Context: an optimization exercise on an open-source flow, tuned for small area. The choices shown serve that exercise and are no tape-out recipe. Function was checked by simulation only, so behaviour that the tests miss may differ from the original. Power is estimated from default activity; no workload was simulated.

==> flow/design.v (outline; a module is shown in full before it is edited, if it fits) <==
// module pipe16: 3245 lines
// module k_inv: 1 lines
// module k_nand2: 1 lines
// module k_nor2: 1 lines
// module k_and2: 1 lines
// module k_or2: 1 lines
// module k_nand3: 1 lines
// module k_nand4: 1 lines
// module k_nor3: 1 lines
// module k_xor2: 1 lines
// module k_xnor2: 1 lines
// module k_aoi21: 1 lines
// module k_oai21: 1 lines
// module k_a21o: 1 lines
// module k_o21a: 1 lines
// module k_oai22: 3 lines
// module k_aoi22: 3 lines
// module k_aoi221: 3 lines
// module k_aoi222: 3 lines
// module k_mux2: 1 lines
// module k_mux2i: 1 lines
// module k_fa: 4 lines
// module k_ha: 4 lines
module pipe16 (
    input  wire        clk,
    input  wire        rst,           
    output wire        imem_en,
    output wire [15:0] imem_addr,
    input  wire [15:0] imem_rdata,
    output wire        dmem_re,
    output wire        dmem_we,
    output wire [15:0] dmem_addr,
    output wire [15:0] dmem_wdata,
    input  wire [15:0] dmem_rdata
);
  // ...
==> flow/run.sh <==
#!/bin/bash
# synth_recipe.tcl (not shown) runs the flow's synth.tcl, then flattens the netlist and writes it again
# the make line also repeats each setting of config.mk as NAME=value (left out here)
make -C /OpenROAD-flow-scripts/flow DESIGN_CONFIG=/design/flow/config.mk WORK_HOME=/design/flow/orfs CLKGATE_MAP_FILE= SYNTH_SCRIPT=/design/flow/synth_recipe.tcl finish
==> flow/config.mk <==
export PLATFORM = sky130hd
export DESIGN_NAME = pipe16
export DESIGN_NICKNAME = pipe16
export VERILOG_FILES = /design/flow/design.v
export SDC_FILE = /design/flow/constraint.sdc
export NUM_CORES = 4
export LEC_CHECK = 0
export CAP_MARGIN = 0
export CORE_MARGIN = 2
export CORE_UTILIZATION = 45
export CTS_BUF_LIST = sky130_fd_sc_hd__clkbuf_8
export CTS_CLUSTER_DIAMETER = 80
export CTS_CLUSTER_SIZE = 12
export GPL_TIMING_DRIVEN = 0
export SETUP_SLACK_MARGIN = 0.3
export SLEW_MARGIN = 0
export SYNTH_HIERARCHICAL = 1
==> flow/constraint.sdc <==
create_clock -name core_clock -period 40.0 [get_ports {clk}]
set_input_delay 8.0000 -clock core_clock [delete_from_list [all_inputs] [get_ports {clk}]]
set_output_delay 8.0000 -clock core_clock [all_outputs]
set_load 0.01 [all_outputs]
==> flow_metrics.tcl, run 1 <==
set metrics [dict create \
    p_sw_mw 0.8327 \
    fin_util 0.5144 \
    dp.cells 4392 \
    cap_violations 5 \
    final_common_cell "a222oi_1" \
    dr_total_vias 31370 \
    routedLengthMet1_microns 51680 \
    seq_share 0.2720 \
    slew_viol_final 68 \
    critPathMaxFanout 16 \
    so.violations "max-capacitance violations, max-slew violations" \
    antenna_cells 3 \
    post-place-ws_ns 3.143 \
    grtUsageMet2 0.5650 \
    synth_area_leaders "dfxtp_1 31%, a222oi_1 20%, xor2_1 7.1%" \
    overflow 0 \
    syn_to_final_growth_pct 12.64 \
    io_buffer_count 83 \
    grt_pass1_vias 28540 \
    stdcell_count 4447 \
    cts-root-buf "clkbuf_8" \
    fp-row-count 91 \
    p_clk_frac 0.154 \
    outcome "finished with violations" \
    biggestCellCategory "multi-input combinational cells" \
    synth_simple_gate_area_share 0.1772 \
    inv_count 345 \
    synthCells 3398 \
    power_mw 1.694 \
    rr_startpoint "e_ir[2]$_DFF_P_" \
    start_util 0.4566 \
    via_per_inst 7.054 \
]
==> module k_mux2, before the edit <==
module k_mux2 #(parameter N = 1) (input [N-1:0] s, input [N-1:0] a0, input [N-1:0] a1, output [N-1:0] y); assign y = s ? a1 : a0; endmodule
==> module k_mux2i, before the edit <==
module k_mux2i #(parameter N = 1) (input [N-1:0] s, input [N-1:0] a0, input [N-1:0] a1, output [N-1:0] y); assign y = ~(s ? a1 : a0); endmodule
==> run 2: changes to the inputs <==
--- a/flow/design.v
+++ b/flow/design.v
@@ -1653,20 +1653,20 @@
     wire rsa13 = (e_ra == 4'd13) & ~fwd_a;
     wire rsa14 = (e_ra == 4'd14) & ~fwd_a;
     wire rsa15 = (e_ra == 4'd15) & ~fwd_a;
     k_aoi222 #(16) u51 ({16{rsa0}}, rf0, {16{rsa1}}, rf1, {16{rsa2}}, rf2, v66);
     k_aoi222 #(16) u52 ({16{rsa3}}, rf3, {16{rsa4}}, rf4, {16{rsa5}}, rf5, v67);
     k_aoi222 #(16) u53 ({16{rsa6}}, rf6, {16{rsa7}}, rf7, {16{rsa8}}, rf8, v68);
     k_aoi222 #(16) u54 ({16{rsa9}}, rf9, {16{rsa10}}, rf10, {16{rsa11}}, rf11, v69);
     k_aoi222 #(16) u55 ({16{rsa12}}, rf12, {16{rsa13}}, rf13, {16{rsa14}}, rf14, v70);
-    k_aoi222 #(16) u56 ({16{rsa15}}, rf15, {16{fwd_a}}, m_res, {16{fwd_a}}, m_res, v71);
+    k_nand2 #(16) u56 ({16{rsa15}}, rf15, v71);
     k_nand3 #(16) u57 (v66, v67, v68, v72);
     k_nand3 #(16) u58 (v69, v70, v71, v73);
-    k_or2 #(16) u59 (v72, v73, v74);
+    k_a211o #(16) u59 ({16{fwd_a}}, m_res, v72, v73, v74);
     assign opa = v74;
     wire rsb0 = (e_p2 == 4'd0) & ~fwd_p2;
     wire rsb1 = (e_p2 == 4'd1) & ~fwd_p2;
     wire rsb2 = (e_p2 == 4'd2) & ~fwd_p2;
     wire rsb3 = (e_p2 == 4'd3) & ~fwd_p2;
     wire rsb4 = (e_p2 == 4'd4) & ~fwd_p2;
     wire rsb5 = (e_p2 == 4'd5) & ~fwd_p2;
     wire rsb6 = (e_p2 == 4'd6) & ~fwd_p2;
@@ -1679,20 +1679,20 @@
     wire rsb13 = (e_p2 == 4'd13) & ~fwd_p2;
     wire rsb14 = (e_p2 == 4'd14) & ~fwd_p2;
     wire rsb15 = (e_p2 == 4'd15) & ~fwd_p2;
     k_aoi222 #(16) u60 ({16{rsb0}}, rf0, {16{rsb1}}, rf1, {16{rsb2}}, rf2, v75);
     k_aoi222 #(16) u61 ({16{rsb3}}, rf3, {16{rsb4}}, rf4, {16{rsb5}}, rf5, v76);
     k_aoi222 #(16) u62 ({16{rsb6}}, rf6, {16{rsb7}}, rf7, {16{rsb8}}, rf8, v77);
     k_aoi222 #(16) u63 ({16{rsb9}}, rf9, {16{rsb10}}, rf10, {16{rsb11}}, rf11, v78);
     k_aoi222 #(16) u64 ({16{rsb12}}, rf12, {16{rsb13}}, rf13, {16{rsb14}}, rf14, v79);
-    k_aoi222 #(16) u65 ({16{rsb15}}, rf15, {16{fwd_p2}}, m_res, {16{fwd_p2}}, m_res, v80);
+    k_nand2 #(16) u65 ({16{rsb15}}, rf15, v80);
     k_nand3 #(16) u66 (v75, v76, v77, v81);
     k_nand3 #(16) u67 (v78, v79, v80, v82);
-    k_or2 #(16) u68 (v81, v82, v83);
+    k_a211o #(16) u68 ({16{fwd_p2}}, m_res, v81, v82, v83);
     assign opb = v83;
     wire rsz0 = (e_rb == 4'd0) & ~fwd_b;
     wire nz0 = |rf0;
     wire rsz1 = (e_rb == 4'd1) & ~fwd_b;
     wire nz1 = |rf1;
     wire rsz2 = (e_rb == 4'd2) & ~fwd_b;
     wire nz2 = |rf2;
     wire rsz3 = (e_rb == 4'd3) & ~fwd_b;
@@ -3264,18 +3264,19 @@
     assign y = ~((a1 & a2) | (b1 & b2));
 endmodule
 module k_aoi221 #(parameter N = 1) (input [N-1:0] a1, input [N-1:0] a2, input [N-1:0] b1, input [N-1:0] b2, input [N-1:0] c, output [N-1:0] y);
     assign y = ~((a1 & a2) | (b1 & b2) | c);
 endmodule
 module k_aoi222 #(parameter N = 1) (input [N-1:0] a1, input [N-1:0] a2, input [N-1:0] b1, input [N-1:0] b2, input [N-1:0] c1, input [N-1:0] c2, output [N-1:0] y);
     assign y = ~((a1 & a2) | (b1 & b2) | (c1 & c2));
 endmodule
-module k_mux2 #(parameter N = 1) (input [N-1:0] s, input [N-1:0] a0, input [N-1:0] a1, output [N-1:0] y); assign y = s ? a1 : a0; endmodule
-module k_mux2i #(parameter N = 1) (input [N-1:0] s, input [N-1:0] a0, input [N-1:0] a1, output [N-1:0] y); assign y = ~(s ? a1 : a0); endmodule
+module k_mux2 #(parameter N = 1) (input [N-1:0] s, input [N-1:0] a0, input [N-1:0] a1, output [N-1:0] y); assign y = (s & a1) | (~s & a0); endmodule
+module k_mux2i #(parameter N = 1) (input [N-1:0] s, input [N-1:0] a0, input [N-1:0] a1, output [N-1:0] y); assign y = ~((s & a1) | (~s & a0)); endmodule
+module k_a211o #(parameter N = 1) (input [N-1:0] a1, input [N-1:0] a2, input [N-1:0] b, input [N-1:0] c, output [N-1:0] y); assign y = (a1 & a2) | b | c; endmodule
 module k_fa #(parameter N = 1) (input [N-1:0] a, input [N-1:0] b, input [N-1:0] c, output [N-1:0] s, output [N-1:0] co);
     assign s = a ^ b ^ c;
     assign co = (a & b) | (c & (a ^ b));
 endmodule
 module k_ha #(parameter N = 1) (input [N-1:0] a, input [N-1:0] b, output [N-1:0] s, output [N-1:0] co);
     assign s = a ^ b;
     assign co = a & b;
 endmodule
==> flow/config.mk (replaced) <==
export PLATFORM = sky130hd
export DESIGN_NAME = pipe16
export DESIGN_NICKNAME = pipe16
export VERILOG_FILES = /design/flow/design.v
export SDC_FILE = /design/flow/constraint.sdc
export NUM_CORES = 4
export LEC_CHECK = 0
export CAP_MARGIN = 20
export CORE_MARGIN = 2
export CORE_UTILIZATION = 45
export CTS_BUF_LIST = sky130_fd_sc_hd__clkbuf_8
export CTS_CLUSTER_DIAMETER = 80
export CTS_CLUSTER_SIZE = 12
export GPL_TIMING_DRIVEN = 0
export SETUP_SLACK_MARGIN = 0.3
export SLEW_MARGIN = 20
export SYNTH_HIERARCHICAL = 1
==> flow_metrics.tcl, run 2 <==
set metrics [dict create \
    outcome "no timing/DRC/antenna violations" \
    overflow 0 \
    post-place-ws_ns 2.319 \
    stdcell_count 4461 \
    setup_ws_ns 2.937 \
    min_period_ns 37.06 \
    critPathMaxFanout 16 \
    core_area_sq_um 61600 \
    required_ns 40.48 \
    synthAdderAreaFrac 0.01715 \
    dr_total_vias 31600 \
    slew_viol_final 0 \
    grt.total_usage 0.4015 \
    critPathMaxStageDelay_ns 0.74 \
    post_dp_cell_area_sq_um 31130 \
    p_leak_nw 13.62 \
    cp-start-kind "flip-flop" \
    fill_cells 5931 \
    via_per_inst 7.084 \
    end_kind "flip-flop" \
    synth_simple_gate_area_share 0.1730 \
    critPathMostFrequentCell "o21ai_1" \
    h-tree-depth 2 \
    synth_edf_count 0 \
    synth_area_per_cell_sq_um 8.274 \
    relSlewSlack 0.1155 \
    tightest_slew_ns 1.325 \
    cp.arrival_ns 37.54 \
    synth_mux_area_frac 0.01483 \
    grt_pass1_wl_microns 191000 \
    cts_tree "yes" \
    layout_common_cells "539 x a222oi_1, 422 x dfxtp_1, 421 x nand2_1, 344 x inv_1, 236 x nor2_1" \
    cts_buffers 42 \
    final-hold-violation-count 0 \
    drtPass1Iterations 17 \
    die-width_microns 253.5 \
    yosysUniqueCellTypes 64 \
    power_mw 1.702 \
    synthCells 3386 \
    synth.top_cells.by_count "539 x a222oi_1, 432 x dfxtp_1, 421 x nand2_1" \
    dp.cells 4403 \
    grt_pass1_vias 27700 \
    setup_tns_ns 0 \
    whs_ns 0.3230 \
    setup_viol 0 \
    dpl.hpwl_microns 98640 \
    io_pins 85 \
    cts-root-buf "clkbuf_8" \
    worst_clock_skew_ns 0.03245 \
    synth_top_family_by_area "compound AO/OA/AOI/OAI gates" \
    die_h_microns 253.5 \
    synthArstFlopShare 0 \
    grt_start_max_net_pins 73 \
    drt_wl_total_microns 134800 \
    synth_top_area_frac 0.3087 \
    cts.clk_slew.worst_paths_ns 0.09 \
    power_density_nw_per_um2 53.27 \
    yosys.cell_count.top_type "a222oi_1" \
    irDropWorstVdd_mv 0.04297 \
    fp-row-count 91 \
    drc 0 \
    antenna_found_initial 3 \
    drtIter0Drc 7395 \
    syn_to_final_growth_pct 14.05 \
    fin_area_sq_um 31950 \
    cpMaxStageDelayCell "a222oi_1" \
    drtAntennaViolNets 0 \
    post-route-period-util 0.9266 \
    nets 3682 \
    yosys_warnings 7 \
    die_area_sq_um 64260 \
    wl_per_cell_microns 30.23 \
    synth_area_leaders "dfxtp_1 31%, a222oi_1 19%, xor2_1 7.2%" \
    critPathKind "reg2reg" \
    gp_congestion 1.026 \
    syn_area_sq_um 28010 \
    final_common_cell "a222oi_1" \
    cts_buffer_depth 3 \
    hp-class "reg2reg" \
    fin_util 0.5187 \
    rsz0062_at_grt "false" \
    cap_violations 0 \
    ys_seq_area_frac 0.3087 \
    start_util 0.4548 \
    ys.flop_type "dfxtp_1" \
    cts.sinks 432 \
    io_buffer_count 83 \
    synth_seq_cells 432 \
    clkLatencyLatePin_ns 0.66 \
    synth-compound-area-share 0.3188 \
    synth_top_area_cell "dfxtp_1" \
    drive_above_1_share 0.09945 \
    synthXorXnorAreaFrac 0.1163 \
    max_freq_mhz 26.98 \
]
run 2: cell count changes after synthesis:
cell and delta:
a222oi_1 -32, nand4_2 -2, a211o_1 +32, buf_6 -2, nand2_1 +32, or2_1 -32, nor4_1 -8
run 2: path summary, 6_finish.rpt:
kind | start | cells after the start | slack, ns | to
max | e_ir[2]$_DFF_P_ | 170 | 2.94 | m_res[13]$_DFF_P_
min reg2reg | m_d2[0]$_DFF_P_ | 0 | 0.32 | w_d2[0]$_DFF_P_
max reg2reg | e_ir[2]$_DFF_P_ | 170 | 2.94 | m_res[13]$_DFF_P_
min | m_d2[0]$_DFF_P_ | 0 | 0.32 | w_d2[0]$_DFF_P_
run 2: critical path: cells and delay by family (launching register included):
family                   cells  cell delay (ns)
AO/OA/AOI/OAI              100            23.18
adder cells (fa/ha/maj)      1             0.21
XOR/XNOR                    16             4.46
flip-flops                   1             0.47
AND/OR/NAND/NOR             42             5.65
buffers and inverters       11             2.82
run 2: metal layers:
layer	vias to the layer above	share of wire	global-route usage
li1	13580	-	-
met1	15120	0.42	0.5853
met2	2578	0.38	0.5335
met3	314	0.16	0.1362
met4	4	0.043	0.1530
met5	-	0.00068	0
run 2: per-module statistics from Yosys, one instance, submodules excluded, a selection:
module | area (sq um) | flops+latches
k_a21o | 7.507 | 0
k_aoi222 | 10.01 | 0
k_inv | 3.754 | 0
k_nand2 | 3.754 | 0
k_nand3 | 5.005 | 0
k_nor2 | 3.754 | 0
k_o21a | 7.507 | 0
k_oai21 | 5.005 | 0
k_oai22 | 6.256 | 0
k_or2 | 6.256 | 0
k_xnor2 | 8.758 | 0
run 2: report_power, final:
group / total (mW) / internal [mW] / leakage [nW] / switching (mW)
sequential: 0.579 / 0.494 / 3.55 / 0.0852
combinational: 0.865 / 0.265 / 9.75 / 0.600
clock: 0.258 / 0.0977 / 0.323 / 0.160
total: 1.70 / 0.857 / 13.6 / 0.845
run 2: area by class of cell:
type / instances / area, sq um / share of cell area
Sequential cell: 432 / 8661 / 0.2711
Clock inverter: 4 / 33.78 / 0.001057
Timing Repair Buffer: 166 / 1684 / 0.05271
Buffer: 33 / 135.1 / 0.004230
Multi-Input combinational cell: 2597 / 18490 / 0.5787
Antenna cell: 4 / 10.01 / 0.0003133
Inverter: 345 / 1297 / 0.04061
Tap cell: 837 / 1047 / 0.03278
Clock buffer: 43 / 591.8 / 0.01852
run 2: kinds of logic (layout without fill, tap and decap cells):
logic type	after synthesis	in the layout
AND/OR/NAND/NOR	1065	1065
AO/OA/AOI/OAI	1064	1064
flip-flops	432	432
buffers and inverters	378	591
XOR/XNOR	372	372
multiplexers	41	41
adder cells (fa/ha/maj)	32	32
other	2	27
run 2: what timing repair did:
| action | in CTS | in global routing |
|---|---|---|
| resized for setup | 0 | 23 |
| endpoints found under the setup margin | 0 | 16 |
| buffers inserted | 0 | 0 |
| hold buffers | 0 | 0 |
==> run 3: changes to the inputs <==
==> flow/flow/run.sh (new file) <==
#!/bin/bash
# The standard layout (the standard.sh: the standard synthesis and the
# ORFS steps through finish), with one change: the buffer that
# buffer_ports puts on every input and output port is buf_1 instead of the
# buffer_ports default (clkdlybuf4s50_1, 2.7 times the area).
# make's full output goes to standard.log here; ORFS keeps each step's log
# under orfs/logs/.
set -euo pipefail
bash standard.sh "BUFFER_PORTS_ARGS=-buffer_cell sky130_fd_sc_hd__buf_1" finish > standard.log 2>&1
==> flow/standard.sh (new file) <==
#!/bin/bash
# synth_recipe.tcl (not shown) runs the flow's synth.tcl, then flattens the netlist and writes it again
# the make line also repeats each setting of config.mk as NAME=value (left out here)
make -C /OpenROAD-flow-scripts/flow DESIGN_CONFIG=/design/flow/config.mk WORK_HOME=/design/flow/orfs CLKGATE_MAP_FILE= SYNTH_SCRIPT=/design/flow/synth_recipe.tcl "${@:-finish}"
removed: flow/run.sh
==> flow_metrics.tcl, run 3 <==
set metrics [dict create \
    outcome "no timing/DRC/antenna violations" \
    irDropWorstVdd_mv 0.02938 \
    synth_area_per_cell_sq_um 8.274 \
    drtIter0Drc 7150 \
    grt_pass1_vias 27730 \
    synth_edf_count 0 \
    r2r_slack_ns 2.83 \
    antenna_cells 0 \
    grt_start_max_net_pins 73 \
    nets 3667 \
    h-tree-depth 2 \
    critPathMostFrequentCell "o21ai_1" \
    synth_top_area_frac 0.3087 \
    setup_tns_ns 0 \
    rsz0062_at_grt "false" \
    cpMaxStageDelayCell "a222oi_1" \
    dr_total_vias 31450 \
    cts.clk_slew.worst_paths_ns 0.08 \
    max_freq_mhz 26.90 \
    cpLargestDelayFamily "compound AO/OA/AOI/OAI gates" \
    power_mw 1.678 \
    final_common_cell "a222oi_1" \
    grt_pass1_wl_microns 189700 \
    whs_ns 0.3292 \
    layout_common_cells "539 x a222oi_1, 422 x dfxtp_1, 421 x nand2_1, 344 x inv_1, 238 x nor2_1" \
    stdcell_count 4443 \
    fill_cells 5900 \
    fp-row-count 91 \
    cts.sinks 432 \
    drive_above_1_share 0.09540 \
    clkLatencyLatePin_ns 0.65 \
    power_density_nw_per_um2 53.88 \
    start_util 0.4548 \
    critPathMaxFanout 16 \
    synth.top_cells.by_count "539 x a222oi_1, 432 x dfxtp_1, 421 x nand2_1" \
    core_area_sq_um 61600 \
    cts-root-buf "clkbuf_8" \
    dpl.hpwl_microns 97620 \
    die_area_sq_um 64260 \
    drtAntennaViolNets 0 \
    io_buffer_count 83 \
    ys_seq_area_frac 0.3087 \
    wl_per_cell_microns 30.12 \
    cts_buffers 42 \
    drt_wl_total_microns 133800 \
    cp-start-kind "flip-flop" \
    hold_buffers 0 \
    drc 0 \
    required_ns 40.46 \
    p_leak_nw 13.30 \
    synth_seq_cells 432 \
    antenna_found_initial 0 \
    hp-class "reg2reg" \
    die-width_microns 253.5 \
    gp_congestion 1.100 \
    relSlewSlack 0.1013 \
    drtPass1Iterations 15 \
    slew_viol_final 0 \
    overflow 0 \
    cp.arrival_ns 37.63 \
    yosys_warnings 7 \
    post-route-period-util 0.9293 \
    synth_top_area_cell "dfxtp_1" \
    tightest_slew_ns 1.346 \
    yosys.cell_count.top_type "a222oi_1" \
    yosysUniqueCellTypes 64 \
    setup_viol 0 \
    critPathKind "reg2reg" \
    cts_tree "yes" \
    end_kind "flip-flop" \
    synthCells 3386 \
    die_h_microns 253.5 \
    dp.cells 4392 \
    cts_buffer_depth 3 \
    grt.total_usage 0.3992 \
    path_buf_inv 11 \
    synth_area_leaders "dfxtp_1 31%, a222oi_1 19%, xor2_1 7.2%" \
    min_period_ns 37.17 \
    via_per_inst 7.078 \
    final-hold-violation-count 0 \
    worst_clock_skew_ns 0.04699 \
    syn_area_sq_um 28010 \
    synthArstFlopShare 0 \
    critPathMaxStageDelay_ns 0.83 \
    ys.flop_type "dfxtp_1" \
    cap_violations 0 \
    syn_to_final_growth_pct 11.20 \
    io_pins 85 \
]
[run 3: repair_timing]
action	in CTS	in global routing
endpoints found under the setup margin	0	16
resized for setup	0	12
setup buffers	0	0
[run 3: routing by layer]
layer,vias to the layer above,track usage,routed length [microns]
met1,15100,0.5912,55950
met3,287,0.1237,21410
met5,-,0.01158,100
li1,13520,-,-
met2,2532,0.5262,50420
met4,2,0.1547,5945
[run 3: Yosys stat by module, one instance, submodules excluded, a selection]
module	flops+latches	cells	cell area, sq um
k_nand3	0	1	5.005
k_ha	0	1	12.51
k_a21o	0	1	7.507
k_xor2	0	1	8.758
k_oai22	0	1	6.256
k_nand2	0	1	3.754
k_fa	0	1	20.02
k_inv	0	1	3.754
k_aoi21	0	1	8.758
pipe16	432	1029	12060
[run 3: logic make-up (layout without fill, tap and decap cells)]
| family | after synthesis | count (layout) | share of synthesized area |
|---|---|---|---|
| compound gates | 1064 | 1064 | 0.3188 |
| xor+xnor | 372 | 372 | 0.1163 |
| fa+ha+maj | 32 | 32 | 0.01715 |
| buf+inv | 378 | 577 | 0.05096 |
| flops | 432 | 432 | 0.3087 |
| mux | 41 | 41 | 0.01483 |
| other cells | 2 | 23 | 0.0002681 |
| simple gates | 1065 | 1065 | 0.1730 |
[run 3: layout make-up]
| class | instances | area, sq um | share of cell area |
|---|---|---|---|
| timing repair buffer | 151 | 925.9 | 0.02972 |
| clock buffer | 44 | 605.6 | 0.01944 |
| sequential | 432 | 8661 | 0.2780 |
| buffer | 33 | 133.9 | 0.004298 |
| inverter | 345 | 1297 | 0.04165 |
| tap | 837 | 1047 | 0.03362 |
| multi-input combinational | 2597 | 18450 | 0.5922 |
| clock inverter | 4 | 32.53 | 0.001044 |
[run 3: worst paths after layout]
path | from | end | cells after the start
hold reg to reg | m_d2[1]$_DFF_P_ | w_d2[1]$_DFF_P_ | 0
hold / removal | m_d2[1]$_DFF_P_ | w_d2[1]$_DFF_P_ | 0
setup / recovery | e_ir[2]$_DFF_P_ | m_res[11]$_DFF_P_ | 169
setup reg to reg | e_ir[2]$_DFF_P_ | m_res[11]$_DFF_P_ | 169
[run 3: metrics by stage]
stage               instance area [sq um]  setup slack [ns]  utilization
global placement                    29450             2.053       0.4781
CTS                                 31060             2.447       0.5042
floorplan                           28090             10.56            -
global route                        31150            0.3917       0.5057
detailed placement                  30420             2.534       0.4938
finish                              31150             2.828       0.5057
[run 3: power breakdown]
group,switching [mW],leakage (nW),internal [mW],total (mW)
Sequential,0.0847,3.55,0.494,0.579
Combinational,0.592,9.42,0.250,0.842
Clock,0.158,0.326,0.0995,0.257

-- re-timing with driven ports --
The flow's constraints put no driver on any port. The routed layouts listed below were extracted and timed again, unchanged, in two steps. Step 1, drivers: a clkbuf_16 drives clk and a buf_2 each remaining input, both assumed. Step 2 adds t to the input delays and takes it off the output delays; t is the mean of the earliest and latest rising clock arrival at the registers after step 1. Input paths then give back, and output paths get back, about the clock's delay inside the block. Three values: no drivers, after step 1, after step 2; two values: the first two.
| run | t (ns) | setup slack, ns | worst register clock-pin slew, ns |
|---|---|---|---|
| run 1 | 0.726 | 3.080 / 3.080 / 3.080 | 0.10 / 0.10 |
| run 2 | 0.705 | 2.937 / 2.937 / 2.937 | 0.10 / 0.10 |
| run 3 | 0.685 | 2.828 / 2.828 / 2.828 | 0.10 / 0.10 |
